Optimization exercise on an open flow, not production practice.
RTL: at most simulated, not proved equivalent.
Power: default activity.

==> flow/design.v (outline; a module is shown in full before it is edited, if it fits) <==
// module vs_tap_t0: 266 lines
// module vs_tap_t1: 266 lines
// module vs_tap_t2: 266 lines
// module vs_divider: 15 lines
// module vs_resampler: 481 lines
module vs_resampler (
    input  wire        clk,
    input  wire        rst,
    input  wire        start,
    input  wire [1:0]  method,        
    input  wire [14:0] src_w,
    input  wire [14:0] src_h,
    input  wire [14:0] dst_w,
    input  wire [14:0] dst_h,
    input  wire [31:0] src_base,
    input  wire [15:0] src_stride,
    input  wire [31:0] dst_base,
    input  wire [15:0] dst_stride,
    output wire        done,
    output wire        err,
    output wire        rd_en,
    output wire [31:0] rd_addr,
    input  wire [7:0]  rd_data,
    output wire        wr_en,
    output wire [31:0] wr_addr,
    output wire [7:0]  wr_data
);
  // ...
==> flow/flow/run.sh <==
#!/bin/bash
set -euo pipefail
bash standard.sh SETUP_SLACK_MARGIN=11.2 finish > make_finish.log 2>&1
==> flow/standard.sh <==
#!/bin/bash
# synth_recipe.tcl (not shown) runs the flow's synth.tcl, then flattens the netlist and writes it again
# the make line also repeats each setting of config.mk as NAME=value (left out here)
make -C /OpenROAD-flow-scripts/flow DESIGN_CONFIG=/design/flow/config.mk WORK_HOME=/design/flow/orfs CLKGATE_MAP_FILE= SYNTH_SCRIPT=/design/flow/synth_recipe.tcl "${@:-finish}"
==> flow/config.mk <==
export PLATFORM = sky130hd
export DESIGN_NAME = vs_resampler
export DESIGN_NICKNAME = vs_resampler
export VERILOG_FILES = /design/flow/design.v
export SDC_FILE = /design/flow/constraint.sdc
export NUM_CORES = 4
export LEC_CHECK = 0
export ABC_CLOCK_PERIOD_IN_PS = 6000
export CAP_MARGIN = 20
export CORE_MARGIN = 2
export CORE_UTILIZATION = 50
export SLEW_MARGIN = 20
export SYNTH_MEMORY_MAX_BITS = 65536
==> flow/constraint.sdc <==
create_clock -name core_clock -period 16.0 [get_ports {clk}]
set_input_delay 3.2000 -clock core_clock [delete_from_list [all_inputs] [get_ports {clk}]]
set_output_delay 3.2000 -clock core_clock [all_outputs]
set_load 0.01 [all_outputs]
==> results.txt, run 1 <==
via count=69600; WP depth=14; final wirelength=246000 um; P_int=6630 uW; 1st-pass router iterations=9; Reg area=26900 um^2; multi-input gate share of the layout cell area=55.3%; Well Taps=2160; most common cell in the synthesized netlist=nand2_1; met3 usage=4.98%; met3 wire len=18200 um; Synth Flop Type=dfxtp_1; CTS sink cnt=1141; Seq/Total Area, Yosys=33.1%; Synth top area share=18.7%; # diodes=2; Max VDD drop=0.000107 V; crit-path max FO=3; Reg-to-Reg End=pm0[24]$_DFF_P_; Final setup viols=0; IO Count=245; buffers outside the clock class=460; hold_buf cts=0; area occupied by multi-input gates=50700 um^2; clk pwr=3280 uW; critical path class=primary input to flop; Worst-path clk slew=0.06 ns; status=no timing/DRC/antenna violations; Setup crit end kind=flop; area fraction in compound gates after synthesis=19.4%; flop2flop setup slack=10.99 ns; R2R cell count=19; inverter count=628; PostCTS Resize Cnt=229; Clk pwr share=33.0%; P_sw=3310 uW; synthesized cell area=80700 um^2; commonest cells after routing, fill and taps aside=nand2_1, dfxtp_1, ha_1; sequential power=3520 uW; CTS tree=built; dpl ws=9.47 ns; placed cell area=84800 um^2; Crit path required time=16.54 ns; Worst Setup SP=src_w[1]; post-synthesis cell count=9187
Testbench counts, summed over its fixed seeds: cycles 159,765.
==> module vs_resampler, before the edit <==
module vs_resampler (
    input  wire        clk,
    input  wire        rst,
    input  wire        start,
    input  wire [1:0]  method,        
    input  wire [14:0] src_w,
    input  wire [14:0] src_h,
    input  wire [14:0] dst_w,
    input  wire [14:0] dst_h,
    input  wire [31:0] src_base,
    input  wire [15:0] src_stride,
    input  wire [31:0] dst_base,
    input  wire [15:0] dst_stride,
    output wire        done,
    output wire        err,
    output wire        rd_en,
    output wire [31:0] rd_addr,
    input  wire [7:0]  rd_data,
    output wire        wr_en,
    output wire [31:0] wr_addr,
    output wire [7:0]  wr_data
);
  localparam S_IDLE = 2'd0;
  localparam S_DIV  = 2'd1;
  localparam S_RUN  = 2'd2;
  localparam S_FIN  = 2'd3;
  reg [1:0] st;
  reg       err_r;
  reg       m4, mb, mn;
  wire start_ok = start && (st == S_IDLE || st == S_FIN);
  reg  [4:0]  cnt;
  reg  [14:0] rx, ry;         
  reg  [30:0] qx, qy;         
  reg  [15:0] rdx, rdy;       
  reg  [15:0] k0, k1;         
  reg  [31:0] sbase, dbase;
  reg  [15:0] sstride;
  wire [14:0] sw_r = src_w;
  wire [14:0] sh_r = src_h;
  reg  [14:0] dw_r, dh_r;
  wire        div_fin = (cnt == 5'd31);
  wire        nbx = qx[30];
  wire        nby = qy[30];
  wire [14:0] rx_n, ry_n;
  wire        qbx, qby;
  wire [15:0] dfx, dfy;
  vs_divider u_divx (.rem(rx), .nbit(nbx), .fin(div_fin), .den(dw_r),
                     .rem_next(rx_n), .qbit(qbx), .diff(dfx));
  vs_divider u_divy (.rem(ry), .nbit(nby), .fin(div_fin), .den(dh_r),
                     .rem_next(ry_n), .qbit(qby), .diff(dfy));
  wire [15:0] k_a   = (cnt == 5'd16) ? k0 : {k0[14:0], 1'b0};
  wire [15:0] k_sum = k_a + (((cnt == 5'd16) || qy[0]) ? sstride : 16'd0);
  reg  [30:0] xpos;           
  reg  [14:0] ex;             
  reg  [14:0] xrem;           
  reg  [15:0] fx_c;           
  reg         toff1;          
  reg  [1:0]  toff2, toff3;
  wire        last_col = (xrem == 15'd0);
  wire [14:0] ixn   = xpos[30:16];
  reg         cx_r;           
  wire [15:0] xcs   = {1'b0, ex} + rdx;
  wire [14:0] ex_step = cx_r ? xcs[14:0] : ex + rx;
  wire [15:0] xcs_nx  = {1'b0, ex_step} + rdx;
  wire [14:0] c0_n  = (m4 && ixn != 15'd0) ? ixn - 15'd1 : ixn;
  wire [15:0] ixn1  = {1'b0, ixn} + 16'd1;
  wire [15:0] ixn2  = {1'b0, ixn} + 16'd2;
  wire        inc1  = m4 ? (ixn != 15'd0) : (ixn1 < {1'b0, sw_r});
  wire        inc2  = ixn1 < {1'b0, sw_r};
  wire        inc3  = ixn2 < {1'b0, sw_r};
  wire signed [16:0] n1 = m4 ? 17'sd3 : mb ? 17'sd1 : 17'sd0;
  wire signed [16:0] oo = m4 ? 17'sd1 : 17'sd0;
  wire signed [16:0] ee = n1 - oo;           
  wire signed [16:0] sh_s = $signed({2'b00, sh_r});
  reg         p_live;
  reg  signed [16:0] hi_p;
  reg  [15:0] gy_p;
  reg  [15:0] off_p;          
  reg         first_p, last_p;
  reg         p_read;         
  reg         q_live, q_stale;
  reg  signed [16:0] hi_q;
  reg  [15:0] gy_q;
  reg  [14:0] ey_q;
  reg  [15:0] off_q;
  reg  [14:0] yrem_q;         
  reg         cy_q;           
  reg         c16_q;          
  wire [15:0] ycs    = {1'b0, ey_q} + rdy;
  wire [16:0] gy_sum = {1'b0, gy_q} + {1'b0, qy[15:0]} + {16'd0, cy_q};
  wire signed [16:0] hi_step = hi_q + $signed({2'b00, qy[30:16]}) + $signed({16'd0, c16_q});
  wire [15:0] off_step = off_q + (c16_q ? k1 : k0);
  wire [14:0] ey_step  = cy_q ? ycs[14:0] : ey_q + ry;
  wire [15:0] ycs_nx   = {1'b0, ey_step} + rdy;
  wire        cy_nx    = ~ycs_nx[15];
  wire [16:0] gy_nx    = {1'b0, gy_sum[15:0]} + {1'b0, qy[15:0]} + {16'd0, cy_nx};
  reg  signed [16:0] rf;      
  reg  signed [16:0] rfn;     
  reg  [15:0] wo;             
  reg  [1:0]  kt;             
  reg         pa;             
  reg         dupf;           
  reg         ltsh;           
  reg         rtop;           
  reg         thr;            
  wire [1:0]  klast   = n1[1:0];
  wire        running = (st == S_RUN) && p_live;
  reg         pp_r;           
  wire        p_pend  = pp_r;                      
  wire        jmp_p   = (rfn < hi_p);              
  wire        jmp_q   = (rfn < hi_q);
  wire        need_q  = (rf <= hi_q);
  wire        dup_now = (kt == 2'd0) && dupf;
  wire        lastop  = dup_now || (kt == klast);
  wire        emit    = running && (mn ? p_read : (!p_pend && !(m4 && thr)));
  wire        do_jump = running && !mn && p_pend && jmp_p;
  wire        op_p    = running && !mn && p_pend && !jmp_p;
  wire        op_q    = running && !mn && !p_pend && q_live && !q_stale && !jmp_q &&
                        (lastop ? (emit && need_q) : ltsh);
  wire        do_op   = op_p || op_q;
  wire        op_n    = running && mn && (!p_read || (emit && q_live && !q_stale));
  wire [1:0]  toff_k = (kt == 2'd0) ? 2'd0 : (kt == 2'd1) ? {1'b0, toff1} : (kt == 2'd2) ? toff2 : toff3;
  wire [15:0] rd_off = mn ? (p_read ? off_q : off_p) : (wo + {14'd0, toff_k});
  wire        col_load = (st == S_RUN && !p_live && !last_col) || (emit && last_p && !last_col);
  wire signed [16:0] rf1  = rf + 17'sd1;
  wire signed [16:0] lo_p = hi_p - n1;
  wire [7:0]  hp = fx_c[15:8];
  wire [15:0] cmag = m4 ? {((kt == 2'd3) ? (8'd0 - hp) : hp), hp} : mb ? fx_c : 16'd1;
  reg  [1:0]  p1k;
  wire [6:0]  h_t0;
  wire [10:0] h_t1, h_t2;
  vs_tap_t0 u_ht0 (.phase(p1c[15:8]), .tap(h_t0));
  vs_tap_t1 u_ht1 (.phase(p1c[7:0]), .tap(h_t1));
  vs_tap_t2 u_ht2 (.phase(p1c[7:0]), .tap(h_t2));
  wire [15:0] c2n = m4 ? ((p1k == 2'd1) ? {5'd0, h_t1} : (p1k == 2'd2) ? {5'd0, h_t2} : {9'd0, h_t0})
                       : p1c;
  wire        cneg = m4 ? (kt == 2'd0 || kt == 2'd3) : (mb && kt == 2'd0);
  reg         rd_en_r;
  reg  [31:0] rd_addr_r;
  assign rd_en   = rd_en_r;
  assign rd_addr = rd_addr_r;
  reg         p1v, p2v, p3v;
  reg         p1f, p2f, p3f;      
  reg         p1l, p2l, p3l;      
  reg         p1d, p2d, p3d, hd;  
  reg         p1t, p2t, p3t, p4t, ht;  
  reg         p1n, p2n, p3n;      
  reg  [15:0] p1c, p2c, p3c;      
  reg  [7:0]  din, din4;
  reg         p4v, p4f, p4l, p4d, p4n;
  reg  [23:0] hprod_r;
  reg  signed [25:0] acc;
  reg         hl;                 
  reg  [7:0]  w0, w1, w2, w3;     
  wire [23:0] hprod = din * p3c;
  wire signed [25:0] hinit = mb ? $signed({2'b00, din4, 16'h8000}) : m4 ? 26'sd512 : 26'sd0;
  wire signed [25:0] hbase = p4f ? hinit : acc;
  wire signed [25:0] hsum  = p4n ? hbase - $signed({2'b00, hprod_r}) : hbase + $signed({2'b00, hprod_r});
  wire signed [15:0] hsh = acc[25:10];
  wire [7:0]  hres = mn ? acc[7:0] : mb ? acc[23:16]
                   : (hsh < 16'sd0) ? 8'd0 : (hsh > 16'sd255) ? 8'd255 : hsh[7:0];
  reg         v1, v2, v3, v4, v5;
  reg  [15:0] g1, g2, g3, g4, g5, g6;
  reg         f1, f2, f3, f4, f5, f6, f7, f8;
  reg         l1, l2, l3, l4, l5, l6, l7, l8;
  reg         mA, mB, mBil, mN;       
  reg         sA, sB, sBil, sN;       
  reg  signed [8:0] op0;
  reg  [7:0]  op1, sh2, sh3, sw8;
  reg  [15:0] vc0;
  reg  [6:0]  vc1;
  reg  signed [24:0] pm0;
  reg  [14:0] pm1;
  reg  signed [25:0] vsum;
  reg         vres_v, vres_l;
  reg  [7:0]  vph, vph0;              
  wire [6:0]  v_t0;
  wire [10:0] v_t1, v_t2;
  vs_tap_t0 u_vt0 (.phase(vph0), .tap(v_t0));
  vs_tap_t1 u_vt1 (.phase(vph), .tap(v_t1));
  vs_tap_t2 u_vt2 (.phase(vph), .tap(v_t2));
  wire signed [24:0] vm0 = op0 * $signed({1'b0, vc0});
  wire [14:0] vm1 = op1 * vc1;
  wire signed [25:0] vbase = sB ? vsum : sA ? 26'sd512 : sBil ? $signed({2'b00, sw8, 16'h8000}) : 26'sd0;
  wire signed [25:0] vdiff = $signed({pm0[24], pm0}) - $signed({11'd0, pm1});
  wire        vfin = sB || sBil || sN;
  wire        vf_first = m4 ? f8 : f7;
  wire        vf_last  = m4 ? l8 : l7;
  wire signed [15:0] vsh = vsum[25:10];
  wire [7:0]  vres = mn ? vsum[7:0] : mb ? vsum[23:16]
                   : (vsh < 16'sd0) ? 8'd0 : (vsh > 16'sd255) ? 8'd255 : vsh[7:0];
  reg  [14:0] wcol;
  reg  [15:0] woff;
  reg         wr_en_r, wlast;
  reg  [31:0] wr_addr_r;
  reg  [7:0]  wr_data_r;
  assign wr_en   = wr_en_r;
  assign wr_addr = wr_addr_r;
  assign wr_data = wr_data_r;
  assign done = (st == S_FIN);
  assign err  = (st == S_FIN) && err_r;
  always @(posedge clk) begin
    if (rst) begin
      st      <= S_IDLE;
      err_r   <= 1'b0;
      p_live  <= 1'b0;
      thr     <= 1'b0;
    end else begin
      if (st == S_FIN || st == S_IDLE) st <= S_IDLE;
      if (start_ok) begin
        if (method == 2'd3) begin
          err_r <= 1'b1;
          st    <= S_FIN;
        end else begin
          err_r <= 1'b0;
          st    <= S_DIV;
        end
      end
      if (st == S_DIV && div_fin) st <= S_RUN;
      if (st == S_RUN && wlast) st <= S_FIN;
      if (col_load) p_live <= 1'b1;
      else if (emit && last_p) p_live <= 1'b0;
      thr <= emit && m4;
    end
  end
  always @(posedge clk) begin
    if (start_ok) begin
      m4   <= (method == 2'd2) && (src_h >= 15'd4);
      mb   <= (method == 2'd1) || ((method == 2'd2) && (src_h < 15'd4));
      mn   <= (method == 2'd0);
      cnt  <= 5'd0;
      rx   <= 15'd0;
      ry   <= 15'd0;
      qx   <= {src_w, 16'd0};
      qy   <= {src_h, 16'd0};
      k0   <= 16'd0;
      xpos <= 31'd0;
      ex   <= 15'd0;
      cx_r <= 1'b0;
      xrem <= dst_w;
    end else if (st == S_DIV) begin
      cnt <= cnt + 5'd1;
      if (div_fin) begin
        rdx <= dfx;
        rdy <= dfy;
      end else begin
        rx <= rx_n;
        ry <= ry_n;
        qx <= {qx[29:0], qbx};
        qy <= {qy[29:0], qby};
      end
      if (cnt >= 5'd1 && cnt <= 5'd15) k0 <= k_sum;
      if (cnt == 5'd16) k1 <= k_sum;
    end
    if (col_load) begin
      fx_c  <= xpos[15:0];
      toff1 <= inc1;
      toff2 <= {1'b0, inc1} + {1'b0, inc2};
      toff3 <= {1'b0, inc1} + {1'b0, inc2} + {1'b0, inc3};
      xpos  <= xpos + qx + {30'd0, cx_r};
      ex    <= ex_step;
      cx_r  <= ~xcs_nx[15];
      xrem  <= xrem - 15'd1;
      hi_p    <= ee;
      gy_p    <= 16'd0;
      off_p   <= {1'b0, c0_n};
      first_p <= 1'b1;
      last_p  <= (dh_r == 15'd1);
      p_read  <= 1'b0;
      q_live  <= (dh_r != 15'd1);
      q_stale <= 1'b1;
      hi_q    <= ee;
      gy_q    <= 16'd0;
      ey_q    <= 15'd0;
      cy_q    <= 1'b0;
      c16_q   <= 1'b0;
      off_q   <= {1'b0, c0_n};
      yrem_q  <= dh_r - 15'd1;
      rf      <= -oo;
      rfn     <= ee;
      wo      <= {1'b0, c0_n};
      kt      <= 2'd0;
      pa      <= !m4 && (sh_r > 15'd1);
      dupf    <= 1'b0;
      ltsh    <= 1'b1;
      rtop    <= m4;
      pp_r    <= 1'b1;
    end else begin
      if (do_jump || (do_op && lastop && rtop))
        pp_r <= 1'b1;
      else if (emit)
        pp_r <= (do_op && lastop) ? (rf < hi_q) : (rf <= hi_q);
      else if (do_op && lastop)
        pp_r <= (rf < hi_p);
      if (emit) begin
        hi_p    <= hi_q;
        gy_p    <= gy_q;
        off_p   <= off_q;
        first_p <= 1'b0;
        last_p  <= (yrem_q == 15'd0);
        q_live  <= (yrem_q != 15'd0);
      end
      if (emit || q_stale) begin
        q_stale <= 1'b0;
        hi_q    <= hi_step;
        gy_q    <= gy_sum[15:0];
        ey_q    <= ey_step;
        cy_q    <= cy_nx;
        c16_q   <= gy_nx[16];
        off_q   <= off_step;
        yrem_q  <= yrem_q - 15'd1;
      end
      if (mn) begin
        if (op_n) p_read <= 1'b1;
        else if (emit) p_read <= 1'b0;
      end
      if (do_jump) begin
        kt   <= 2'd0;
        rf   <= lo_p;
        rfn  <= hi_p;
        wo   <= off_p - (m4 ? sstride : 16'd0);
        pa   <= (lo_p + 17'sd1) < sh_s;
        dupf <= 1'b0;
        ltsh <= 1'b1;
        rtop <= 1'b0;
      end else if (do_op) begin
        if (lastop && rtop) begin
          kt   <= 2'd0;
          rf   <= 17'sd1;
          rfn  <= rfn + 17'sd2;
          wo   <= wo + sstride;
          pa   <= 1'b1;
          dupf <= 1'b0;
          ltsh <= 1'b1;
          rtop <= 1'b0;
        end else if (lastop) begin
          kt   <= 2'd0;
          rf   <= rf1;
          rfn  <= rfn + 17'sd1;
          wo   <= pa ? wo + sstride : wo;
          pa   <= (rf1 >= 17'sd0) && ((rf + 17'sd2) < sh_s);
          dupf <= (rf1 >= sh_s);
          ltsh <= rf1 < sh_s;
        end else begin
          kt <= kt + 2'd1;
        end
      end
    end
  end
  always @(posedge clk) begin
    if (rst) begin
      rd_en_r <= 1'b0;
      p1v <= 1'b0;
      p2v <= 1'b0;
      p3v <= 1'b0;
      p4v <= 1'b0;
      hl  <= 1'b0;
    end else begin
      rd_en_r <= (do_op && !dup_now) || op_n;
      p1v <= do_op || op_n;
      p2v <= p1v;
      p3v <= p2v;
      p4v <= p3v;
      hl  <= p4v && p4l;
    end
    sbase     <= src_base;
    dw_r      <= dst_w;
    dh_r      <= dst_h;
    sstride   <= src_stride;
    rd_addr_r <= sbase + {16'd0, rd_off};
    p1f <= mn || (kt == 2'd0);
    p1l <= mn || lastop;
    p1d <= !mn && dup_now;
    p2d <= p1d;
    p3d <= p2d;
    p4d <= p3d;
    hd  <= p4d;
    p1t <= rtop && lastop;
    p2t <= p1t;
    p3t <= p2t;
    p4t <= p3t;
    ht  <= p4t;
    p1n <= cneg;
    p1c <= cmag;
    p1k <= kt;
    p2f <= p1f; p2l <= p1l; p2n <= p1n; p2c <= c2n;
    p3f <= p2f; p3l <= p2l; p3n <= p2n; p3c <= p2c;
    din <= rd_data;
    din4 <= din;
    hprod_r <= hprod;
    p4f <= p3f; p4l <= p3l; p4n <= p3n;
    if (p4v && !p4d) acc <= hsum;
    if (hl) begin
      w0 <= ht ? w2 : w1;
      w1 <= ht ? w3 : w2;
      w2 <= ht ? hres : w3;
      w3 <= hd ? w3 : hres;
    end
  end
  always @(posedge clk) begin
    if (rst) begin
      v1 <= 1'b0;
      v2 <= 1'b0;
      v3 <= 1'b0;
      v4 <= 1'b0;
      v5 <= 1'b0;
      mA <= 1'b0;
      mB <= 1'b0;
      mBil <= 1'b0;
      mN <= 1'b0;
      sA <= 1'b0;
      sB <= 1'b0;
      sBil <= 1'b0;
      sN <= 1'b0;
      vres_v <= 1'b0;
      wr_en_r <= 1'b0;
      wlast <= 1'b0;
    end else begin
      v1 <= emit;
      v2 <= v1;
      v3 <= v2;
      v4 <= v3;
      v5 <= v4;
      mA <= v5 && m4;
      mB <= mA;
      mBil <= v5 && mb;
      mN <= v5 && mn;
      sA <= mA;
      sB <= mB;
      sBil <= mBil;
      sN <= mN;
      vres_v <= vfin;
      wr_en_r <= vres_v;
      wlast <= vres_v && vres_l;
    end
    if (start_ok) wcol <= 15'h7fff;
    g1 <= gy_p; f1 <= first_p; l1 <= last_p && last_col;
    g2 <= g1; f2 <= f1; l2 <= l1;
    g3 <= g2; f3 <= f2; l3 <= l2;
    g4 <= g3; f4 <= f3; l4 <= l3;
    g5 <= g4; f5 <= f4; l5 <= l4;
    g6 <= g5; f6 <= f5; l6 <= l5;
    f7 <= f6; l7 <= l6;
    f8 <= f7; l8 <= l7;
    if (v4) begin
      vph  <= g4[15:8];
      vph0 <= g4[15:8];
    end else if (v5 && m4) begin
      vph  <= g5[15:8];
      vph0 <= 8'd0 - g5[15:8];
    end
    if (mA) begin
      op0 <= $signed({1'b0, sh2});
      op1 <= sh3;
      vc0 <= {5'd0, v_t2};
    end else begin
      op0 <= mn ? $signed({1'b0, w3}) : m4 ? $signed({1'b0, w1}) : ($signed({1'b0, w3}) - $signed({1'b0, w2}));
      op1 <= m4 ? w0 : 8'd0;
      vc0 <= m4 ? {5'd0, v_t1} : mb ? g5 : 16'd1;
    end
    vc1 <= v_t0;
    sh2 <= w2;
    sh3 <= w3;
    pm0 <= vm0;
    pm1 <= vm1;
    sw8 <= sh2;
    vsum <= vbase + vdiff;
    if (vfin) begin
      vres_l <= vf_last;
      if (vf_first) begin
        wcol <= wcol + 15'd1;
        woff <= {1'b0, wcol + 15'd1};
      end else begin
        woff <= woff + dst_stride;
      end
    end
    wr_data_r <= vres;
    dbase     <= dst_base;
    wr_addr_r <= dbase + {16'd0, woff};
  end
endmodule
==> run 2, diff against run 1 <==
--- a/flow/design.v
+++ b/flow/design.v
@@ -798,2 +798,268 @@
 endmodule
+module vs_tap_t2n (
+    input  wire [7:0] phase,
+    output reg  [10:0] tap
+);
+  always @(*) begin
+    case (phase)
+      8'd0: tap = 11'd1024;
+      8'd1: tap = 11'd1024;
+      8'd2: tap = 11'd1024;
+      8'd3: tap = 11'd1023;
+      8'd4: tap = 11'd1023;
+      8'd5: tap = 11'd1023;
+      8'd6: tap = 11'd1022;
+      8'd7: tap = 11'd1022;
+      8'd8: tap = 11'd1021;
+      8'd9: tap = 11'd1020;
+      8'd10: tap = 11'd1019;
+      8'd11: tap = 11'd1019;
+      8'd12: tap = 11'd1018;
+      8'd13: tap = 11'd1017;
+      8'd14: tap = 11'd1016;
+      8'd15: tap = 11'd1014;
+      8'd16: tap = 11'd1013;
+      8'd17: tap = 11'd1012;
+      8'd18: tap = 11'd1011;
+      8'd19: tap = 11'd1009;
+      8'd20: tap = 11'd1008;
+      8'd21: tap = 11'd1006;
+      8'd22: tap = 11'd1004;
+      8'd23: tap = 11'd1003;
+      8'd24: tap = 11'd1001;
+      8'd25: tap = 11'd999;
+      8'd26: tap = 11'd997;
+      8'd27: tap = 11'd995;
+      8'd28: tap = 11'd993;
+      8'd29: tap = 11'd991;
+      8'd30: tap = 11'd989;
+      8'd31: tap = 11'd987;
+      8'd32: tap = 11'd985;
+      8'd33: tap = 11'd982;
+      8'd34: tap = 11'd980;
+      8'd35: tap = 11'd978;
+      8'd36: tap = 11'd975;
+      8'd37: tap = 11'd973;
+      8'd38: tap = 11'd970;
+      8'd39: tap = 11'd967;
+      8'd40: tap = 11'd965;
+      8'd41: tap = 11'd962;
+      8'd42: tap = 11'd959;
+      8'd43: tap = 11'd956;
+      8'd44: tap = 11'd953;
+      8'd45: tap = 11'd950;
+      8'd46: tap = 11'd947;
+      8'd47: tap = 11'd944;
+      8'd48: tap = 11'd941;
+      8'd49: tap = 11'd938;
+      8'd50: tap = 11'd935;
+      8'd51: tap = 11'd931;
+      8'd52: tap = 11'd928;
+      8'd53: tap = 11'd925;
+      8'd54: tap = 11'd921;
+      8'd55: tap = 11'd918;
+      8'd56: tap = 11'd914;
+      8'd57: tap = 11'd910;
+      8'd58: tap = 11'd907;
+      8'd59: tap = 11'd903;
+      8'd60: tap = 11'd899;
+      8'd61: tap = 11'd896;
+      8'd62: tap = 11'd892;
+      8'd63: tap = 11'd888;
+      8'd64: tap = 11'd884;
+      8'd65: tap = 11'd880;
+      8'd66: tap = 11'd876;
+      8'd67: tap = 11'd872;
+      8'd68: tap = 11'd868;
+      8'd69: tap = 11'd864;
+      8'd70: tap = 11'd860;
+      8'd71: tap = 11'd856;
+      8'd72: tap = 11'd851;
+      8'd73: tap = 11'd847;
+      8'd74: tap = 11'd843;
+      8'd75: tap = 11'd839;
+      8'd76: tap = 11'd834;
+      8'd77: tap = 11'd830;
+      8'd78: tap = 11'd825;
+      8'd79: tap = 11'd821;
+      8'd80: tap = 11'd816;
+      8'd81: tap = 11'd812;
+      8'd82: tap = 11'd807;
+      8'd83: tap = 11'd803;
+      8'd84: tap = 11'd798;
+      8'd85: tap = 11'd793;
+      8'd86: tap = 11'd789;
+      8'd87: tap = 11'd784;
+      8'd88: tap = 11'd779;
+      8'd89: tap = 11'd774;
+      8'd90: tap = 11'd770;
+      8'd91: tap = 11'd765;
+      8'd92: tap = 11'd760;
+      8'd93: tap = 11'd755;
+      8'd94: tap = 11'd750;
+      8'd95: tap = 11'd745;
+      8'd96: tap = 11'd740;
+      8'd97: tap = 11'd735;
+      8'd98: tap = 11'd730;
+      8'd99: tap = 11'd725;
+      8'd100: tap = 11'd720;
+      8'd101: tap = 11'd715;
+      8'd102: tap = 11'd710;
+      8'd103: tap = 11'd704;
+      8'd104: tap = 11'd699;
+      8'd105: tap = 11'd694;
+      8'd106: tap = 11'd689;
+      8'd107: tap = 11'd684;
+      8'd108: tap = 11'd678;
+      8'd109: tap = 11'd673;
+      8'd110: tap = 11'd668;
+      8'd111: tap = 11'd663;
+      8'd112: tap = 11'd657;
+      8'd113: tap = 11'd652;
+      8'd114: tap = 11'd647;
+      8'd115: tap = 11'd641;
+      8'd116: tap = 11'd636;
+      8'd117: tap = 11'd631;
+      8'd118: tap = 11'd625;
+      8'd119: tap = 11'd620;
+      8'd120: tap = 11'd614;
+      8'd121: tap = 11'd609;
+      8'd122: tap = 11'd603;
+      8'd123: tap = 11'd598;
+      8'd124: tap = 11'd592;
+      8'd125: tap = 11'd587;
+      8'd126: tap = 11'd581;
+      8'd127: tap = 11'd576;
+      8'd128: tap = 11'd570;
+      8'd129: tap = 11'd565;
+      8'd130: tap = 11'd559;
+      8'd131: tap = 11'd554;
+      8'd132: tap = 11'd548;
+      8'd133: tap = 11'd543;
+      8'd134: tap = 11'd537;
+      8'd135: tap = 11'd532;
+      8'd136: tap = 11'd526;
+      8'd137: tap = 11'd521;
+      8'd138: tap = 11'd515;
+      8'd139: tap = 11'd510;
+      8'd140: tap = 11'd504;
+      8'd141: tap = 11'd498;
+      8'd142: tap = 11'd493;
+      8'd143: tap = 11'd487;
+      8'd144: tap = 11'd482;
+      8'd145: tap = 11'd476;
+      8'd146: tap = 11'd471;
+      8'd147: tap = 11'd465;
+      8'd148: tap = 11'd460;
+      8'd149: tap = 11'd454;
+      8'd150: tap = 11'd449;
+      8'd151: tap = 11'd443;
+      8'd152: tap = 11'd437;
+      8'd153: tap = 11'd432;
+      8'd154: tap = 11'd426;
+      8'd155: tap = 11'd421;
+      8'd156: tap = 11'd415;
+      8'd157: tap = 11'd410;
+      8'd158: tap = 11'd404;
+      8'd159: tap = 11'd399;
+      8'd160: tap = 11'd394;
+      8'd161: tap = 11'd388;
+      8'd162: tap = 11'd383;
+      8'd163: tap = 11'd377;
+      8'd164: tap = 11'd372;
+      8'd165: tap = 11'd366;
+      8'd166: tap = 11'd361;
+      8'd167: tap = 11'd356;
+      8'd168: tap = 11'd350;
+      8'd169: tap = 11'd345;
+      8'd170: tap = 11'd340;
+      8'd171: tap = 11'd334;
+      8'd172: tap = 11'd329;
+      8'd173: tap = 11'd324;
+      8'd174: tap = 11'd318;
+      8'd175: tap = 11'd313;
+      8'd176: tap = 11'd308;
+      8'd177: tap = 11'd303;
+      8'd178: tap = 11'd297;
+      8'd179: tap = 11'd292;
+      8'd180: tap = 11'd287;
+      8'd181: tap = 11'd282;
+      8'd182: tap = 11'd277;
+      8'd183: tap = 11'd272;
+      8'd184: tap = 11'd267;
+      8'd185: tap = 11'd262;
+      8'd186: tap = 11'd257;
+      8'd187: tap = 11'd252;
+      8'd188: tap = 11'd247;
+      8'd189: tap = 11'd242;
+      8'd190: tap = 11'd237;
+      8'd191: tap = 11'd232;
+      8'd192: tap = 11'd227;
+      8'd193: tap = 11'd222;
+      8'd194: tap = 11'd218;
+      8'd195: tap = 11'd213;
+      8'd196: tap = 11'd208;
+      8'd197: tap = 11'd203;
+      8'd198: tap = 11'd199;
+      8'd199: tap = 11'd194;
+      8'd200: tap = 11'd189;
+      8'd201: tap = 11'd185;
+      8'd202: tap = 11'd180;
+      8'd203: tap = 11'd176;
+      8'd204: tap = 11'd171;
+      8'd205: tap = 11'd167;
+      8'd206: tap = 11'd162;
+      8'd207: tap = 11'd158;
+      8'd208: tap = 11'd154;
+      8'd209: tap = 11'd149;
+      8'd210: tap = 11'd145;
+      8'd211: tap = 11'd141;
+      8'd212: tap = 11'd137;
+      8'd213: tap = 11'd132;
+      8'd214: tap = 11'd128;
+      8'd215: tap = 11'd124;
+      8'd216: tap = 11'd120;
+      8'd217: tap = 11'd116;
+      8'd218: tap = 11'd112;
+      8'd219: tap = 11'd108;
+      8'd220: tap = 11'd104;
+      8'd221: tap = 11'd101;
+      8'd222: tap = 11'd97;
+      8'd223: tap = 11'd93;
+      8'd224: tap = 11'd89;
+      8'd225: tap = 11'd86;
+      8'd226: tap = 11'd82;
+      8'd227: tap = 11'd78;
+      8'd228: tap = 11'd75;
+      8'd229: tap = 11'd72;
+      8'd230: tap = 11'd68;
+      8'd231: tap = 11'd65;
+      8'd232: tap = 11'd61;
+      8'd233: tap = 11'd58;
+      8'd234: tap = 11'd55;
+      8'd235: tap = 11'd52;
+      8'd236: tap = 11'd49;
+      8'd237: tap = 11'd46;
+      8'd238: tap = 11'd43;
+      8'd239: tap = 11'd40;
+      8'd240: tap = 11'd37;
+      8'd241: tap = 11'd34;
+      8'd242: tap = 11'd31;
+      8'd243: tap = 11'd28;
+      8'd244: tap = 11'd26;
+      8'd245: tap = 11'd23;
+      8'd246: tap = 11'd20;
+      8'd247: tap = 11'd18;
+      8'd248: tap = 11'd15;
+      8'd249: tap = 11'd13;
+      8'd250: tap = 11'd11;
+      8'd251: tap = 11'd8;
+      8'd252: tap = 11'd6;
+      8'd253: tap = 11'd4;
+      8'd254: tap = 11'd2;
+      8'd255: tap = 11'd0;
+      default: tap = 11'd0;
+    endcase
+  end
+endmodule
 module vs_divider (
@@ -946,3 +1212,4 @@
   vs_tap_t1 u_ht1 (.phase(p1c[7:0]), .tap(h_t1));
-  vs_tap_t2 u_ht2 (.phase(p1c[7:0]), .tap(h_t2));
+  reg  [7:0]  p1tn;               
+  vs_tap_t2n u_ht2 (.phase(p1tn), .tap(h_t2));
   wire [15:0] c2n = m4 ? ((p1k == 2'd1) ? {5'd0, h_t1} : (p1k == 2'd2) ? {5'd0, h_t2} : {9'd0, h_t0})
@@ -984,3 +1251,3 @@
   reg  [6:0]  vc1;
-  reg  signed [24:0] pm0;
+  reg  signed [16:0] pm0l, pm0h;      
   reg  [14:0] pm1;
@@ -988,3 +1255,3 @@
   reg         vres_v, vres_l;
-  reg  [7:0]  vph, vph0;              
+  reg  [7:0]  vph, vph0, vph2n;       
   wire [6:0]  v_t0;
@@ -993,7 +1260,9 @@
   vs_tap_t1 u_vt1 (.phase(vph), .tap(v_t1));
-  vs_tap_t2 u_vt2 (.phase(vph), .tap(v_t2));
-  wire signed [24:0] vm0 = op0 * $signed({1'b0, vc0});
+  vs_tap_t2n u_vt2 (.phase(vph2n), .tap(v_t2));
+  wire signed [16:0] vm0l = op0 * $signed({1'b0, vc0[7:0]});
+  wire signed [16:0] vm0h = op0 * $signed({1'b0, vc0[15:8]});
   wire [14:0] vm1 = op1 * vc1;
   wire signed [25:0] vbase = sB ? vsum : sA ? 26'sd512 : sBil ? $signed({2'b00, sw8, 16'h8000}) : 26'sd0;
-  wire signed [25:0] vdiff = $signed({pm0[24], pm0}) - $signed({11'd0, pm1});
+  wire signed [25:0] vdiff = $signed({{9{pm0l[16]}}, pm0l}) + $signed({pm0h[16], pm0h, 8'd0})
+                            - $signed({11'd0, pm1});
   wire        vfin = sB || sBil || sN;
@@ -1198,2 +1467,3 @@
     p1k <= kt;
+    p1tn <= ~hp;
     p2f <= p1f; p2l <= p1l; p2n <= p1n; p2c <= c2n;
@@ -1259,2 +1529,3 @@
       vph  <= g4[15:8];
+      vph2n <= ~g4[15:8];
       vph0 <= g4[15:8];
@@ -1262,2 +1533,3 @@
       vph  <= g5[15:8];
+      vph2n <= ~g5[15:8];
       vph0 <= 8'd0 - g5[15:8];
@@ -1276,3 +1548,4 @@
     sh3 <= w3;
-    pm0 <= vm0;
+    pm0l <= vm0l;
+    pm0h <= vm0h;
     pm1 <= vm1;
==> flow/run.sh (new file) <==
#!/bin/bash
# synth_recipe.tcl (not shown) runs the flow's synth.tcl, then flattens the netlist and writes it again
# the make line also repeats each setting of config.mk as NAME=value (left out here)
make -C /OpenROAD-flow-scripts/flow DESIGN_CONFIG=/design/flow/config.mk WORK_HOME=/design/flow/orfs CLKGATE_MAP_FILE= SYNTH_SCRIPT=/design/flow/synth_recipe.tcl finish
--- a/flow/config.mk
+++ b/flow/config.mk
@@ -11,2 +11,3 @@
 export CORE_UTILIZATION = 50
+export SETUP_SLACK_MARGIN = 5
 export SLEW_MARGIN = 20
removed: flow/flow/run.sh
removed: flow/standard.sh
==> run 2 against run 1 <==
  * Count of clock-buffer cells in the layout decreased by 1
  * Critical path depth down 1
  * Core utilization shrank 1.6 points
  * Highest routed layer unchanged
  * Non-clock buffer count is 127 lower
  * First-iteration DRC count rose by 0.33%
==> results.txt, run 2 <==
global-route wire length before repair=375000 um; CTS Buf Count=136; unrepaired setup endpoints after global routing=no; Distinct cells, synth=117; CTS root buf=clkbuf_16; Leak=0.0389 uW; hold path startpoint=l3$_DFF_P_; hold_buf cts=0 (unchanged); total power=9390 uW; placed cell area=87000 um^2 (+2.5%); port bufs=244; post-synthesis xor/xnor area fraction=5.57%; worst-margin pin slew=1.15 ns; via count=69400 (-0.27%); 1st-iter DRT viols=6172; fraction of synthesized area in multiplexers=3.20%; Post-synth top cells=nand2_1, dfxtp_1, ha_1; Endpoint, Worst Hold=l4$_DFF_P_; Hold Crit Class=flop to flop; Synth-to-Final Area Change=10.5%; antenna violations before repair=8; DRC=0; Worst Setup Start Kind=primary input; Post-synth EDFFs=394; WP data arrival=6.26 ns; Switching Fraction=31.9%; Final Cell Area=91800 um^2; layout cell share with drive strength beyond 1=5.68%; Layout fillers=15100; Final GP Congestion=0.972; P_sw=3000 uW (-9.4%); Worst-path clk slew=0.06 ns (about the same); fin util=55.6%; slew margin rel.=23.0%; flop2flop setup slack=10.53 ns (-0.46 ns); Post-DRT Antenna Nets=0; Starting Density=50.3%; Post-Synth Simple-Gate Area=16.1%; post-synthesis cell count=9420 (+2.5%); drt wl/cell=20.3 um; Tmin final=5.73 ns; PostCTS Resize Cnt=0 (-100%); Die X-Extent=411 um; postcts setup bufs=0; Slew Limit Fails=0; area fraction in compound gates after synthesis=19.0% (-0.37 points); Setup crit end kind=flop; R2R cell count=21 (+2); IO Count=245 (unchanged); commonest cells after routing, fill and taps aside=nand2_1, dfxtp_1, ha_1; row count=149; # diodes=0 (-2); Flop pwr share=37.9%; crit-path max FO=3 (unchanged); final-report hold violation count=0; most common cell in the synthesized netlist=nand2_1; H-tree Lvls=4; fmax=0.174 GHz; Synth Area in Adders=17.9%; pin count of the biggest net entering global routing=93; Final setup viols=0 (unchanged); synthesized cell area=83000 um^2 (+2.8%); Synth top area share=18.4% (-0.30 points); Final period util=35.8%; pwr dens=102 nW/um^2; R2R Path Start=kt[0]$_SDFFE_PP0P_; DP HPWL=176000 um; largest family of logic cells by synthesized area=compound AO/OA/AOI/OAI gates; Syn Area/Cell=8.81 um^2; CTS tree=built; P_int=6400 uW (-3.6%); Clk pwr share=34.6% (+1.6 points); area occupied by multi-input gates=51400 um^2 (+1.3%); 1st-pass router iterations=25 (+16); Reg area=27100 um^2 (+1.0%); Min-Delay Path Depth=0; Synth Flop Type=dfxtp_1; Max Cap Viol=0; Max VDD drop=0.000126 V (+18%); critical path class=primary input to flop; Clk Latency, worst-skew pair=0.81 ns; Layout Nets=10600; Reg-to-Reg End=rd_addr_r[30]$_DFF_P_; status=no timing/DRC/antenna violations; combinational share of power=27.5%; CTS sink cnt=1158 (+1.5%); die area=169000 um^2; total core area=165000 um^2; Vert. Die Dim=411 um; Area contributors post-synth=dfxtp_1, edfxtp_1, ha_1; async set or reset register ratio after synthesis=0%; Seq/Total Area, Yosys=32.7% (-0.40 points); most common cell after layout, fill and taps aside=nand2_1; Seq cells post-synth=1158; post-synth top area cell=dfxtp_1; setup tns final=0 ns; drt via density=5.92; Max Root-Sink Buffers=3; final wirelength=238000 um (-3.5%); Synth Warn #=4; Crit path required time=16.53 ns (about the same); Clock Skew=0.0329 ns; vias in the first global route=66800; GRT overflow=0; Total GRT Usage=27.6%; Syn Nets=10600
## run 2: changes by cell type after synthesis, sizes merged, moves of 35 or more
cell,before,now
nor2,672,722
nand2,1017,964
buf,207,164
nor3,243,208
o21ai,541,593
inv,623,684
## run 2: logic make-up (layout without fill, tap and decap cells)
kind of cell,after synthesis,after routing
adder cells (fa/ha/maj),1017,1017
AO/OA/AOI/OAI,2442,2442
flip-flops,1158,1158
AND/OR/NAND/NOR,2867,2867
buffers and inverters,1169,1279
multiplexers,240,240
XOR/XNOR,527,527
## run 2: power groups by stage
stage	combinational, uW	clock, uW	sequential (uW)
2_1_floorplan	1960	0	3510
3_3_place_gp	2520	0	3610
3_5_place_dp	2570	0	3620
4_1_cts	2590	3320	3550
5_1_grt	2920	3430	3580
6_report	2580	3250	3560
## run 2: through the flow
stage / std cells / hold slack [ns] / setup WS [ns]
after CTS: 11700 / 0.322 / 10.34
final: 11700 / 0.315 / 10.27
after global placement: 11500 / 0.310 / 9.42
after floorplan: 9420 / 0.310 / 10.30
after detailed placement: 11500 / 0.312 / 9.49
after global routing: 11700 / 0.318 / 10.10
## run 2: cell type report
type	count	share of cell area [%]
Tap cell	2189	2.99
Clock buffer	194	4.48
Sequential cell	1158	29.6
Inverter	693	2.84
Timing Repair Buffer	333	3.40
Multi-Input combinational cell	7093	56.0
Clock inverter	59	0.694
## run 2: layer usage
metal | global-route usage [%] | up-vias | wire length [um]
met1 | 38.4 | 33400 | 108000
met5 | 0 | - | 13
met2 | 44.5 | 2293 | 109000
met4 | 8.61 | 2 | 6860
met3 | 3.49 | 374 | 14400
li1 | - | 33400 | -
## run 2: worst max-delay path by stage
stage	startpoint	end	slack, ns
floorplan	start	rdx[0]$_DFFE_PP_	10.30
global placement	src_w[1]	toff3[0]$_DFFE_PN_	9.42
detailed placement	src_w[1]	toff3[0]$_DFFE_PN_	9.49
CTS	src_w[1]	toff3[0]$_DFFE_PN_	10.34
global route	dst_stride[0]	woff[14]$_DFFE_PN_	10.10
finish	dst_stride[0]	woff[14]$_DFFE_PN_	10.27
## run 2: worst max-delay path, stage by stage
cell and delay (ns):
clkdlybuf4s50_1 0.60, ha_1 0.21, inv_1 0.05, fa_1 0.42
nor2b_1 0.14, o21ai_0 0.11, a21oi_1 0.19, o21ai_0 0.12
a21oi_1 0.28, o2111ai_1 0.20, a311oi_1 0.46, o2111a_1 0.23
nor3_1 0.05
Testbench counts of run 2, summed over its fixed seeds: cycles 159,765.
==> run 3, diff against run 2 <==
==> flow/flow/run.sh (new file) <==
#!/bin/bash
set -euo pipefail
bash standard.sh SETUP_SLACK_MARGIN=10.8 finish > make_finish.log 2>&1
==> flow/standard.sh (new file) <==
#!/bin/bash
# synth_recipe.tcl (not shown) runs the flow's synth.tcl, then flattens the netlist and writes it again
# the make line also repeats each setting of config.mk as NAME=value (left out here)
make -C /OpenROAD-flow-scripts/flow DESIGN_CONFIG=/design/flow/config.mk WORK_HOME=/design/flow/orfs CLKGATE_MAP_FILE= SYNTH_SCRIPT=/design/flow/synth_recipe.tcl "${@:-finish}"
--- a/flow/config.mk
+++ b/flow/config.mk
@@ -11,3 +11,2 @@
 export CORE_UTILIZATION = 50
-export SETUP_SLACK_MARGIN = 5
 export SLEW_MARGIN = 20
removed: flow/run.sh
==> run 3 against run 2 <==
  * Sequential cell count unchanged
  * Fmax increased by 11%
  * Core utilization rose by 0.24 points
  * Sequential share of layout area down 0.082 points
  * Non-clock buffer count is 16 higher
  * Critical path depth shrank 2
  * Worst setup slack gained 0.55 ns
  * Clock power hardly changed
  * Largest cell class unchanged
==> results.txt, run 3 <==
status=no timing/DRC/antenna violations; antenna violations before repair=9 (+1); placed cell area=87000 um^2 (about the same); Synth Warn #=4 (unchanged); critical path class=primary input to flop; final wirelength=240000 um (+1.0%); Clock Skew=0.0302 ns (-0.00269 ns); DRC=0 (unchanged); Clk Latency, worst-skew pair=0.80 ns (about the same); Min-Delay Path Depth=0 (unchanged); pin count of the biggest net entering global routing=86 (-7.5%); Leak=0.0390 uW (+0.34%); post-synth top area cell=dfxtp_1; CTS sink cnt=1158 (unchanged); H-tree Lvls=4 (unchanged); flop2flop setup slack=10.89 ns (+0.36 ns); port bufs=244 (unchanged); total power=9450 uW (+0.58%); GRT overflow=0 (unchanged); Syn Nets=10600 (unchanged); Max Cap Viol=0 (unchanged); CTS tree=built; Max VDD drop=0.000126 V (about the same); Syn Area/Cell=8.81 um^2 (unchanged); Distinct cells, synth=117 (unchanged); most common cell in the synthesized netlist=nand2_1; setup tns final=0 ns (unchanged); Setup crit end kind=flop; die area=169000 um^2 (unchanged); Worst Setup Start Kind=primary input; via count=69800 (+0.51%); Seq/Total Area, Yosys=32.7% (unchanged); Layout Nets=10600 (+0.17%); Final GP Congestion=0.948 (-2.5%); final-report hold violation count=0 (unchanged); dpl ws=9.47 ns (-0.0227 ns); Slew Limit Fails=0 (unchanged); WP data arrival=5.86 ns (-0.40 ns); crit-path max FO=4 (+1); Final setup viols=0 (unchanged); Post-synth EDFFs=394 (unchanged); row count=149 (unchanged); Synth Flop Type=dfxtp_1; Worst-path clk slew=0.06 ns (about the same); Final Cell Area=92200 um^2 (+0.43%); Area contributors post-synth=dfxtp_1, edfxtp_1, ha_1; total core area=165000 um^2 (unchanged); post-route worst setup slack=10.82 ns (+0.549 ns); Hold Crit Class=flop to flop; vias in the first global route=67500 (+1.0%); Synth top area share=18.4% (unchanged); Crit path required time=16.67 ns (+0.14 ns); R2R cell count=20 (-4.8%); Final period util=32.4% (-3.4 points); worst-margin pin slew=1.05 ns (-0.0983 ns); synthesized cell area=83000 um^2 (unchanged); Tmin final=5.18 ns (-0.549 ns); drt wl/cell=20.5 um (+0.85%); post-synthesis cell count=9420 (unchanged); commonest cells after routing, fill and taps aside=nand2_1, dfxtp_1, ha_1; Die X-Extent=411 um (unchanged); drt via density=5.94 (+0.35%); CTS root buf=clkbuf_16; fmax=0.193 GHz (+11%); 1st-iter DRT viols=6227 (+0.89%); delay of the slowest critical-path stage=0.57 ns (-0.03 ns); Starting Density=50.3% (unchanged); most common cell after layout, fill and taps aside=nand2_1; Vert. Die Dim=411 um (unchanged); CTS Buf Count=138 (+1.5%); CP Cell Sequence=clkdlybuf4s50_1 > inv_1 > ha_1 > a21o_1 > a21o_1 > a211oi_1 > o21ai_0 > a211oi_1 > o21ai_0 > a221oi_1 > o311a_1; Seq cells post-synth=1158 (unchanged); 1st-pass router iterations=25 (unchanged); DP HPWL=178000 um (+0.98%); Synth-to-Final Area Change=11.0%; slew margin rel.=29.8% (+6.8 points); pwr dens=102 nW/um^2 (+0.14%); Post-synth top cells=nand2_1, dfxtp_1, ha_1; async set or reset register ratio after synthesis=0% (unchanged); Slowest-stage cell, CP=clkdlybuf4s50_1; Post-DRT Antenna Nets=0 (unchanged); unrepaired setup endpoints after global routing=yes; global-route wire length before repair=379000 um (+1.2%); Total GRT Usage=27.8% (+0.27 points); IO Count=245 (unchanged); layout cell share with drive strength beyond 1=6.50% (+0.83 points); Max Root-Sink Buffers=3 (unchanged)
-- run 3: path summary, 6_finish.rpt --
path,startpoint,end
setup / recovery,src_h[1],pa$_DFFE_PP_
hold / removal,p1l$_DFF_P_,p2l$_DFF_P_
setup reg to reg,m4$_DFFE_PP_,pa$_DFFE_PP_
hold reg to reg,p1l$_DFF_P_,p2l$_DFF_P_
-- run 3: logic make-up after synthesis --
| family | share of synthesized area [%] |
|---|---|
| buffers and inverters | 5.54 |
| DFF | 32.7 |
| and+or+nand+nor | 16.1 |
| muxes | 3.20 |
| adders and majority gates | 17.9 |
| xor gates and xnor gates | 5.57 |
| AOI/OAI and AO/OA | 19.0 |
-- run 3: where the power goes --
part	switching [uW]	internal, uW	total [uW]
registers	231	3330	3560
logic	1480	1160	2640
clock network	1330	1910	3240
total	3050	6400	9450
-- run 3: critical path, delay by kind of cell --
kind	cells	cell delay, ns
compound gates	8	1.58
buf+inv	2	0.74
fa+ha+maj	1	0.33
-- run 3: through the flow --
| stage | hold slack, ns | util (%) | cells |
|---|---|---|---|
| floorplan | 0.310 | - | 9420 |
| global placement | 0.310 | 52.7 | 11500 |
| detailed placement | 0.312 | 52.7 | 11500 |
| CTS | 0.313 | 55.7 | 11700 |
| global route | 0.321 | 55.9 | 11700 |
| finish | 0.318 | 55.9 | 11700 |
-- run 3: repair_timing --
action / CTS / global route
hold buffers: 0 / 0
setup buffers: 8 / 9
pin swaps: 9 / 27
resized for setup: 30 / 60
setup endpoints to repair: 37 / 38
hold endpoints to repair: 0 / 0
-- run 3: area by class of cell --
class	instances	area (um^2)
fill	15000	72800
multi-input combinational	7093	51700
sequential	1158	27200
clock buffer	188	4020
timing repair buffer	349	3260
tap	2189	2740
inverter	693	2630
clock inverter	66	688
antenna	1	2.50
-- run 3: routing by layer --
layer	GRT usage [%]	up-vias	part of all wire, %
met4	8.20	0	2.6
met5	0	-	0
li1	-	33400	-
met1	38.2	33600	45
met3	3.86	373	6.2
met2	45.6	2377	47
==> run 4, diff against run 3 <==
--- a/flow/design.v
+++ b/flow/design.v
@@ -1116,4 +1116,4 @@
   reg  [15:0] sstride;
-  wire [14:0] sw_r = src_w;
-  wire [14:0] sh_r = src_h;
+  reg  [14:0] sw_r, sh_r;
+  reg  [15:0] dstride;
   reg  [14:0] dw_r, dh_r;
@@ -1172,5 +1172,7 @@
   wire [14:0] ey_step  = cy_q ? ycs[14:0] : ey_q + ry;
-  wire [15:0] ycs_nx   = {1'b0, ey_step} + rdy;
-  wire        cy_nx    = ~ycs_nx[15];
-  wire [16:0] gy_nx    = {1'b0, gy_sum[15:0]} + {1'b0, qy[15:0]} + {16'd0, cy_nx};
+  wire [16:0] ycs_a    = {2'b00, ey_q} + {rdy[15], rdy} + {rdy[15], rdy};
+  wire [16:0] ycs_b    = {2'b00, ey_q} + {2'b00, ry} + {rdy[15], rdy};
+  wire        cy_nx    = (cy_q & ~ycs_a[16]) | (~cy_q & ~ycs_b[16]);
+  wire [16:0] gy_nx    = {1'b0, gy_sum[15:0]} + {1'b0, qy[15:0]};
+  wire        c16_nx   = gy_nx[16] | (cy_nx & (gy_nx[15:0] == 16'hffff));
   reg  signed [16:0] rf;      
@@ -1390,3 +1392,3 @@
         cy_q    <= cy_nx;
-        c16_q   <= gy_nx[16];
+        c16_q   <= c16_nx;
         off_q   <= off_step;
@@ -1449,2 +1451,5 @@
     dw_r      <= dst_w;
+    sw_r      <= src_w;
+    sh_r      <= src_h;
+    dstride   <= dst_stride;
     dh_r      <= dst_h;
@@ -1559,3 +1564,3 @@
       end else begin
-        woff <= woff + dst_stride;
+        woff <= woff + dstride;
       end
==> flow/flow/run.sh (replaced) <==
#!/bin/bash
set -euo pipefail
bash standard.sh SETUP_SLACK_MARGIN=11.2 finish > make_finish.log 2>&1
==> run 4 against run 3 <==
  * Critical path depth up 9
  * Register-to-register slack gained 0.27 ns
  * Clock skew grew 0.0077 ns
  * Sequential power up 4%
  * Wire length increased by 1.2%
  * Via count is 0.25% lower
  * Worst setup slack improved by 0.34 ns
  * Power increased by 8.7%
  * Sequential share of layout area up 0.39 points
  * Core utilization is 0.61 points higher
  * Synthesized cell count grew 0.34%
  * Cell area grew 2.2%
  * Highest routed layer unchanged
==> results.txt, run 4 <==
Vert. Die Dim=414 um (+0.51%); Seq cells post-synth=1204 (+4.0%); total core area=167000 um^2 (+1.1%); pin count of the biggest net entering global routing=77 (-10%); layout cell share with drive strength beyond 1=7.58% (+1.1 points); critical path capture point=hprod_r[22]$_DFF_P_; post-synth top area cell=dfxtp_1; Tmin final=4.84 ns (-0.343 ns); fmax=0.207 GHz (+7.1%); Synth-to-Final Area Change=12.3%; Max VDD drop=0.000105 V (-16%); critical path class=flop to flop; # diodes=0 (-1); DP HPWL=177000 um (-0.35%); Post-DRT Antenna Nets=0 (unchanged); Max Root-Sink Buffers=3 (unchanged); Syn Nets=10700 (+0.58%); crit-path max FO=4 (unchanged); final wirelength=243000 um (+1.2%); antenna violations before repair=3 (-6); CTS root buf=clkbuf_16; met2 WL=116000 um (+3.9%); Min-Delay Path Depth=0 (unchanged); Worst-path clk slew=0.06 ns (about the same); fraction of synthesized area in multiplexers=3.08% (-0.12 points); die area=171000 um^2 (+1.0%); async set or reset register ratio after synthesis=0% (unchanged); drt via density=5.87 (-1.2%); Post-synth EDFFs=394 (unchanged); Hold Crit Class=flop to flop; Flop pwr share=36.1% (-1.6 points); Setup crit end kind=flop; Area contributors post-synth=dfxtp_1, edfxtp_1, ha_1; drt wl/cell=20.5 um (+0.15%); Slew Limit Fails=0 (unchanged); GRT overflow=0 (unchanged); commonest cells after routing, fill and taps aside=nand2_1, dfxtp_1, ha_1; CTS Buf Count=142 (+2.9%); Leak=0.0402 uW (+3.1%); R2R cell count=20 (unchanged); Post-Synth Simple-Gate Area=15.7% (-0.40 points); Distinct cells, synth=94 (-20%); Final GP Congestion=0.918 (-3.2%); CP Cell Sequence=and2_4 > fa_1 > inv_2 > fa_1 > inv_2 > fa_1 > inv_2 > fa_1 > inv_2 > ha_4 > or3_4 > nor2_2 > o21ai_1 > a21oi_2 > o21ai_2 > a2111oi_4 > o31ai_2 > a21o_1 > a21oi_2 > xnor2_1; Post-synth top cells=nand2_1, dfxtp_1, ha_1; final-report hold violation count=0 (unchanged); 1st-pass router iterations=9 (-64%); CTS sink cnt=1204 (+4.0%); Final period util=30.2% (-2.1 points); synthesized cell area=83900 um^2 (+1.0%); Worst Setup SP=p3c[6]$_DFF_P_; via count=69600 (-0.25%); combinational share of power=30.2% (+2.2 points); Synth Flop Type=dfxtp_1; Die X-Extent=414 um (+0.51%); setup tns final=0 ns (unchanged); Synth top area share=19.3% (+0.91 points); CTS tree=built; worst-margin pin slew=1.13 ns (+0.0796 ns); P_sw=3370 uW (+11%); total power=10300 uW (+8.7%); row count=150 (+0.67%); delay of the slowest critical-path stage=0.54 ns (-0.03 ns); Switching Fraction=32.8% (+0.57 points); port bufs=244 (unchanged); Worst Hold Slack=0.323 ns (+0.00447 ns); Max Cap Viol=0 (unchanged); area fraction in compound gates after synthesis=18.3% (-0.69 points); Worst Setup Start Kind=flop; R2R Path Start=p3c[6]$_DFF_P_; fin util=56.5% (+0.61 points); H-tree Lvls=4 (unchanged); IO Count=245 (unchanged); Final setup viols=0 (unchanged); status=no timing/DRC/antenna violations; most common cell after layout, fill and taps aside=nand2_1; Reg-to-Reg End=hprod_r[22]$_DFF_P_; WP data arrival=5.55 ns (-0.31 ns); Layout Nets=10700 (+1.2%); slew margin rel.=24.5% (-5.3 points); post-synthesis cell count=9452 (+0.34%); Starting Density=50.3% (about the same); unrepaired setup endpoints after global routing=yes; met3 wire len=13200 um (-12%); Synth Warn #=4 (unchanged); Total GRT Usage=27.9% (+0.044 points); placed cell area=88200 um^2 (+1.4%); Clock Skew=0.0380 ns (+0.00774 ns); Synth Area in Adders=18.3% (+0.39 points); 1st-iter DRT viols=6363 (+2.2%); P_int=6900 uW (+7.8%); Crit path required time=16.71 ns (+0.04 ns); most common cell in the synthesized netlist=nand2_1; Clk Latency, worst-skew pair=0.81 ns (about the same); flop2flop setup slack=11.16 ns (+0.27 ns); Syn Area/Cell=8.87 um^2 (+0.70%); post-synthesis xor/xnor area fraction=5.74% (+0.17 points); wl on met1=106000 um (-1.3%); Final Cell Area=94200 um^2 (+2.2%); pwr dens=109 nW/um^2 (+6.4%); global-route wire length before repair=380000 um (+0.21%); Top Metal Used=met4; largest family of logic cells by synthesized area=compound AO/OA/AOI/OAI gates; Seq/Total Area, Yosys=33.4% (+0.76 points); hold_buf cts=0 (unchanged); Slowest-stage cell, CP=fa_1; vias in the first global route=67500 (-0.061%); DRC=0 (unchanged); Clk pwr share=33.6% (-0.7 points)
==> run 4: power groups by stage <==
stage	Sequential (uW)	Clock, uW	Combinational, uW
floorplan	3670	0	2240
global placement	3780	0	2890
detailed placement	3780	0	2940
CTS	3710	3540	3000
global route	3740	3650	3500
finish	3710	3460	3110
==> run 4: kinds of logic after synthesis <==
logic type | Yosys count
AND/OR/NAND/NOR | 2824
AO/OA/AOI/OAI | 2396
buffers and inverters | 1205
flip-flops | 1204
adder cells (fa/ha/maj) | 1046
XOR/XNOR | 550
multiplexers | 227
==> run 4: worst max-delay path, delay by kind of cell, from the launching register on <==
family                     cells  cell delay (ns)
DFF                            1             0.36
xor gates and xnor gates       1             0.12
buffers and inverters          4             0.16
AOI/OAI and AO/OA              7             1.24
adders and majority gates      5             2.21
and+or+nand+nor                3             0.65
==> run 4: metal layers <==
metal / vias to the layer above / global-route usage, %
li1: 33500 / -
met1: 33500 / 36.9
met2: 2145 / 47.0
met3: 403 / 3.50
met4: 0 / 9.41
met5: - / 0
==> run 4: layout make-up <==
class | count | area (um^2)
Multi-Input combinational cell | 7045 | 51900
Timing Repair Buffer | 399 | 3620
Fill cell | 15000 | 72600
Sequential cell | 1204 | 28100
Inverter | 738 | 2780
Clock inverter | 86 | 1070
Clock buffer | 179 | 3980
Tap cell | 2204 | 2760
==> run 4: per-stage QoR <==
step	setup slack [ns]	std cells
floorplan	11.21	9452
global placement	10.27	11500
detailed placement	10.22	11500
CTS	11.03	11800
global route	11.05	11900
finish	11.16	11900
==> run 4: timing repair <==
| action | CTS | global route |
|---|---|---|
| gates cloned | 2 | 2 |
| setup endpoints to repair | 287 | 228 |
| pin swaps | 12 | 41 |
| setup buffers | 21 | 35 |
| resized for setup | 151 | 96 |
==> run 4: how the worst min path moves through the flow <==
stage,start,to,slack (ns)
final,g4[0]$_DFF_P_,g5[0]$_DFF_P_,0.32
after global routing,g2[0]$_DFF_P_,g3[0]$_DFF_P_,0.32
after CTS,g2[0]$_DFF_P_,g3[0]$_DFF_P_,0.32
after detailed placement,g3[3]$_DFF_P_,g4[3]$_DFF_P_,0.31
after global placement,p4t$_DFF_P_,ht$_DFF_P_,0.31
after floorplan,f1$_DFF_P_,f2$_DFF_P_,0.31
Testbench counts of run 4, summed over its fixed seeds: cycles 159,765.
==> run 5, diff against run 4 <==
--- a/flow/design.v
+++ b/flow/design.v
@@ -1283,4 +1283,10 @@
   assign wr_data = wr_data_r;
-  assign done = (st == S_FIN);
-  assign err  = (st == S_FIN) && err_r;
+  reg         done_r, err_o;
+  wire [1:0]  st_nx = start_ok ? ((method == 2'd3) ? S_FIN : S_DIV)
+                    : (st == S_DIV && div_fin) ? S_RUN
+                    : (st == S_RUN && wlast) ? S_FIN
+                    : (st == S_FIN || st == S_IDLE) ? S_IDLE : st;
+  wire        err_nx = start_ok ? (method == 2'd3) : err_r;
+  assign done = done_r;
+  assign err  = err_o;
   always @(posedge clk) begin
@@ -1289,2 +1295,4 @@
       err_r   <= 1'b0;
+      done_r  <= 1'b0;
+      err_o   <= 1'b0;
       p_live  <= 1'b0;
@@ -1292,14 +1300,6 @@
     end else begin
-      if (st == S_FIN || st == S_IDLE) st <= S_IDLE;
-      if (start_ok) begin
-        if (method == 2'd3) begin
-          err_r <= 1'b1;
-          st    <= S_FIN;
-        end else begin
-          err_r <= 1'b0;
-          st    <= S_DIV;
-        end
-      end
-      if (st == S_DIV && div_fin) st <= S_RUN;
-      if (st == S_RUN && wlast) st <= S_FIN;
+      st     <= st_nx;
+      err_r  <= err_nx;
+      done_r <= (st_nx == S_FIN);
+      err_o  <= (st_nx == S_FIN) && err_nx;
       if (col_load) p_live <= 1'b1;
==> flow/flow/run.sh (replaced) <==
#!/bin/bash
set -euo pipefail
bash standard.sh SETUP_SLACK_MARGIN=11.4 finish > make_finish.log 2>&1
--- a/flow/config.mk
+++ b/flow/config.mk
@@ -10,3 +10,3 @@
 export CORE_MARGIN = 2
-export CORE_UTILIZATION = 50
+export CORE_UTILIZATION = 55
 export SLEW_MARGIN = 20
==> run 5 against run 4 <==
  * Global-route usage up 2.5 points
  * Fmax rose by 5.3%
  * Clock skew fell by 0.010 ns
  * Largest power group unchanged
  * Still clean on timing, DRC and antenna
  * Die area fell by 7.9%
  * Cell area rose by 0.45%
  * Core utilization up 5.1 points
==> results.txt, run 5 <==
status=no timing/DRC/antenna violations; slew margin rel.=29.2% (+4.7 points); final wirelength=245000 um (+1.1%); Synth Flop Type=dfxtp_1; R2R Path Start=m4$_DFFE_PP_; CTS sink cnt=1206 (+0.17%); DP HPWL=178000 um (+0.48%); total core area=154000 um^2 (-7.9%); hold path startpoint=g4[6]$_DFF_P_; global-route wire length before repair=385000 um (+1.3%); CTS tree=built; antenna violations before repair=7 (+4); Max VDD drop=0.000138 V (+31%); post-synthesis cell count=9623 (+1.8%); final-report hold violation count=0 (unchanged); M1 GR Usage=41.5% (+4.6 points); Flop pwr share=35.7% (-0.4 points); drt wl/cell=20.8 um (+1.3%); setup tns final=0 ns (unchanged); synthesized cell area=84900 um^2 (+1.3%); via count=71600 (+2.9%); Seq/Total Area, Yosys=33.1% (-0.37 points); Post-DRT Antenna Nets=0 (unchanged); commonest cells after routing, fill and taps aside=nand2_1, dfxtp_1, ha_1; Starting Density=55.3% (+5.0 points); crit-path max FO=7 (+3); Die X-Extent=397 um (-4.0%); GRT overflow=0 (unchanged); Seq cells post-synth=1206 (+0.17%); critical path class=flop to flop; Min-Delay Path Depth=0 (unchanged); R2R cell count=19 (-5.0%); Clock Skew=0.0277 ns (-0.0103 ns); Final GP Congestion=0.938 (+2.3%); Layout fillers=13300 (-11%); Switching Fraction=33.7% (+0.90 points); pin count of the biggest net entering global routing=136 (+77%); Worst Setup Start Kind=flop; Post-synth EDFFs=394 (unchanged); Final setup viols=0 (unchanged); CTS Buf Count=138 (-2.8%); Synth-to-Final Area Change=11.4%; layout cell share with drive strength beyond 1=7.20% (-0.38 points); Final Non-Filler Cells=11800 (-0.29%); Vert. Die Dim=397 um (-4.0%); unrepaired setup endpoints after global routing=yes; Leak=0.0399 uW (-0.66%); drt via density=6.06 (+3.2%); grt met2 use=49.2% (+2.2 points); Clk pwr share=31.3% (-2.3 points); Post-synth top cells=nand2_1, dfxtp_1, ha_1; Reg-to-Reg End=pa$_DFFE_PP_; fmax=0.218 GHz (+5.3%); Worst-path clk slew=0.06 ns (about the same); 1st-pass router iterations=8 (-1); Post-Place Cells=11500 (-0.13%); Setup crit end kind=flop; pwr dens=111 nW/um^2 (+1.4%); hold_buf cts=0 (unchanged); Area contributors post-synth=dfxtp_1, edfxtp_1, ha_1; Slew Limit Fails=0 (unchanged); async set or reset register ratio after synthesis=0% (unchanged); WP data arrival=5.25 ns (-0.30 ns); most common cell in the synthesized netlist=nand2_1; Final period util=28.7% (-1.5 points); Layout Nets=10900 (+1.2%); delay of the slowest critical-path stage=0.57 ns (+0.03 ns); H-tree Lvls=4 (unchanged); met3 usage=4.00% (+0.50 points); Crit path required time=16.66 ns (-0.05 ns); flop2flop setup slack=11.40 ns (+0.24 ns); Total GRT Usage=30.4% (+2.5 points); Tmin final=4.60 ns (-0.244 ns); Clk Latency, worst-skew pair=0.79 ns (-0.02 ns); Max Root-Sink Buffers=3 (unchanged); Worst Hold Slack=0.319 ns (-0.00315 ns); CP Cell Sequence=or2_4 > ha_1 > inv_1 > fa_2 > or4_4 > nor2_1 > a21oi_1 > o32ai_2 > and3_4 > nor2b_1 > xnor2_1 > ha_1 > a21o_1 > a21oi_1 > nor2b_1 > o21ai_0 > nand2b_1 > a2111oi_1 > o32a_1; die area=158000 um^2 (-7.9%); post-synth top area cell=dfxtp_1; combinational share of power=33.0% (+2.8 points); 1st-iter DRT viols=6584 (+3.5%); CTS root buf=clkbuf_16; P_sw=3530 uW (+4.6%); Distinct cells, synth=92 (-2.1%); Synth Warn #=4 (unchanged); P_int=6930 uW (+0.45%); Hold Crit Class=flop to flop; vias in the first global route=69100 (+2.5%); GRT busiest layer=met2; Syn Area/Cell=8.83 um^2 (-0.53%); most common cell after layout, fill and taps aside=nand2_1; Slowest-stage cell, CP=or4_4; IO Count=245 (unchanged); worst-margin pin slew=1.06 ns (-0.0683 ns); Syn Nets=10800 (+1.6%); port bufs=244 (unchanged); Endpoint, Worst Hold=g5[6]$_DFF_P_; Max Cap Viol=0 (unchanged); Synth top area share=19.1% (-0.20 points); row count=144 (-4.0%); DRC=0 (unchanged)
## run 5: cell count changes after synthesis, sizes merged, moves of 13 or more
cell     previous run  this run
nand3             192       220
clkbuf            384       366
o21ai             581       624
xnor2             401       380
nand2             939       971
nor3              199       228
a21o              134       121
a21boi             27        40
inv               728       710
o21bai             37        21
a2111oi            15        28
buf                83       119
mux2i             103       117
o22ai              66        36
## run 5: cells by family after synthesis
family                   after synthesis  share of synthesized area (%)
AO/OA/AOI/OAI                       2451                           18.7
XOR/XNOR                             534                           5.51
adder cells (fa/ha/maj)             1046                           18.0
buffers and inverters               1201                           5.40
flip-flops                          1206                           33.1
multiplexers                         234                           3.01
AND/OR/NAND/NOR                     2951                           16.3
## run 5: worst max path at each step
stage                                      to  slack [ns]  depth (start not counted)           start
final                            pa$_DFFE_PP_       11.40                         19    m4$_DFFE_PP_
after global routing             pa$_DFFE_PP_       11.17                         19    m4$_DFFE_PP_
after CTS                        pa$_DFFE_PP_       11.02                         18    m4$_DFFE_PP_
after detailed placement  rx[13]$_SDFFE_PP0P_       10.23                          7           start
after global placement    rx[13]$_SDFFE_PP0P_       10.27                          7           start
after floorplan           hprod_r[22]$_DFF_P_       11.42                         20  din[2]$_DFF_P_
## run 5: power groups by stage
stage / registers [uW] / clock network [uW] / logic, uW
after global placement: 3800 / 0 / 3190
final: 3740 / 3270 / 3450
after detailed placement: 3800 / 0 / 3270
after floorplan: 3700 / 0 / 2490
after global routing: 3770 / 3460 / 3880
after CTS: 3740 / 3340 / 3350
## run 5: per-layer routing
layer,vias to the layer above,share of wire (%)
li1,34200,-
met1,34400,44
met2,2580,46
met3,500,6.2
met4,2,3.7
met5,-,0.0049
## run 5: cell type report
class                           count  area [um^2]  area share [%]
Tap cell                         2044         2560            2.70
Multi-Input combinational cell   7217        52900            55.9
Inverter                          716         2720            2.87
Timing Repair inverter              1         5.00         0.00529
Clock inverter                     51          593           0.627
Sequential cell                  1206        28200            29.8
Timing Repair Buffer              381         3520            3.72
Clock buffer                      203         4140            4.38
Antenna cell                        2         5.00         0.00529
## run 5: stage by stage
step,util [%],setup WS [ns],cell area (um^2),power (uW)
2_1_floorplan,-,11.42,85000,6190
3_3_place_gp,57.9,10.27,89000,6990
3_5_place_dp,57.9,10.23,89000,7070
4_1_cts,61.2,11.02,94100,10400
5_1_grt,61.6,11.17,94600,11100
6_report,61.6,11.40,94600,10500
## run 5: what timing repair did
item / in CTS / in global routing
buffers inserted: 28 / 20
endpoints found under the setup margin: 256 / 163
resized for setup: 226 / 106
gates cloned: 1 / 2
pin swaps: 15 / 41
## run 5: critical path, delay by kind of cell (launching register included)
kind                       cells  cell delay, ns
and+or+nand+nor                7            1.53
DFF                            1            0.45
buffers and inverters          1            0.06
xor gates and xnor gates       1            0.14
AOI/OAI and AO/OA              7            1.47
adders and majority gates      3            0.84
Testbench counts of run 5, summed over its fixed seeds: cycles 159,765.
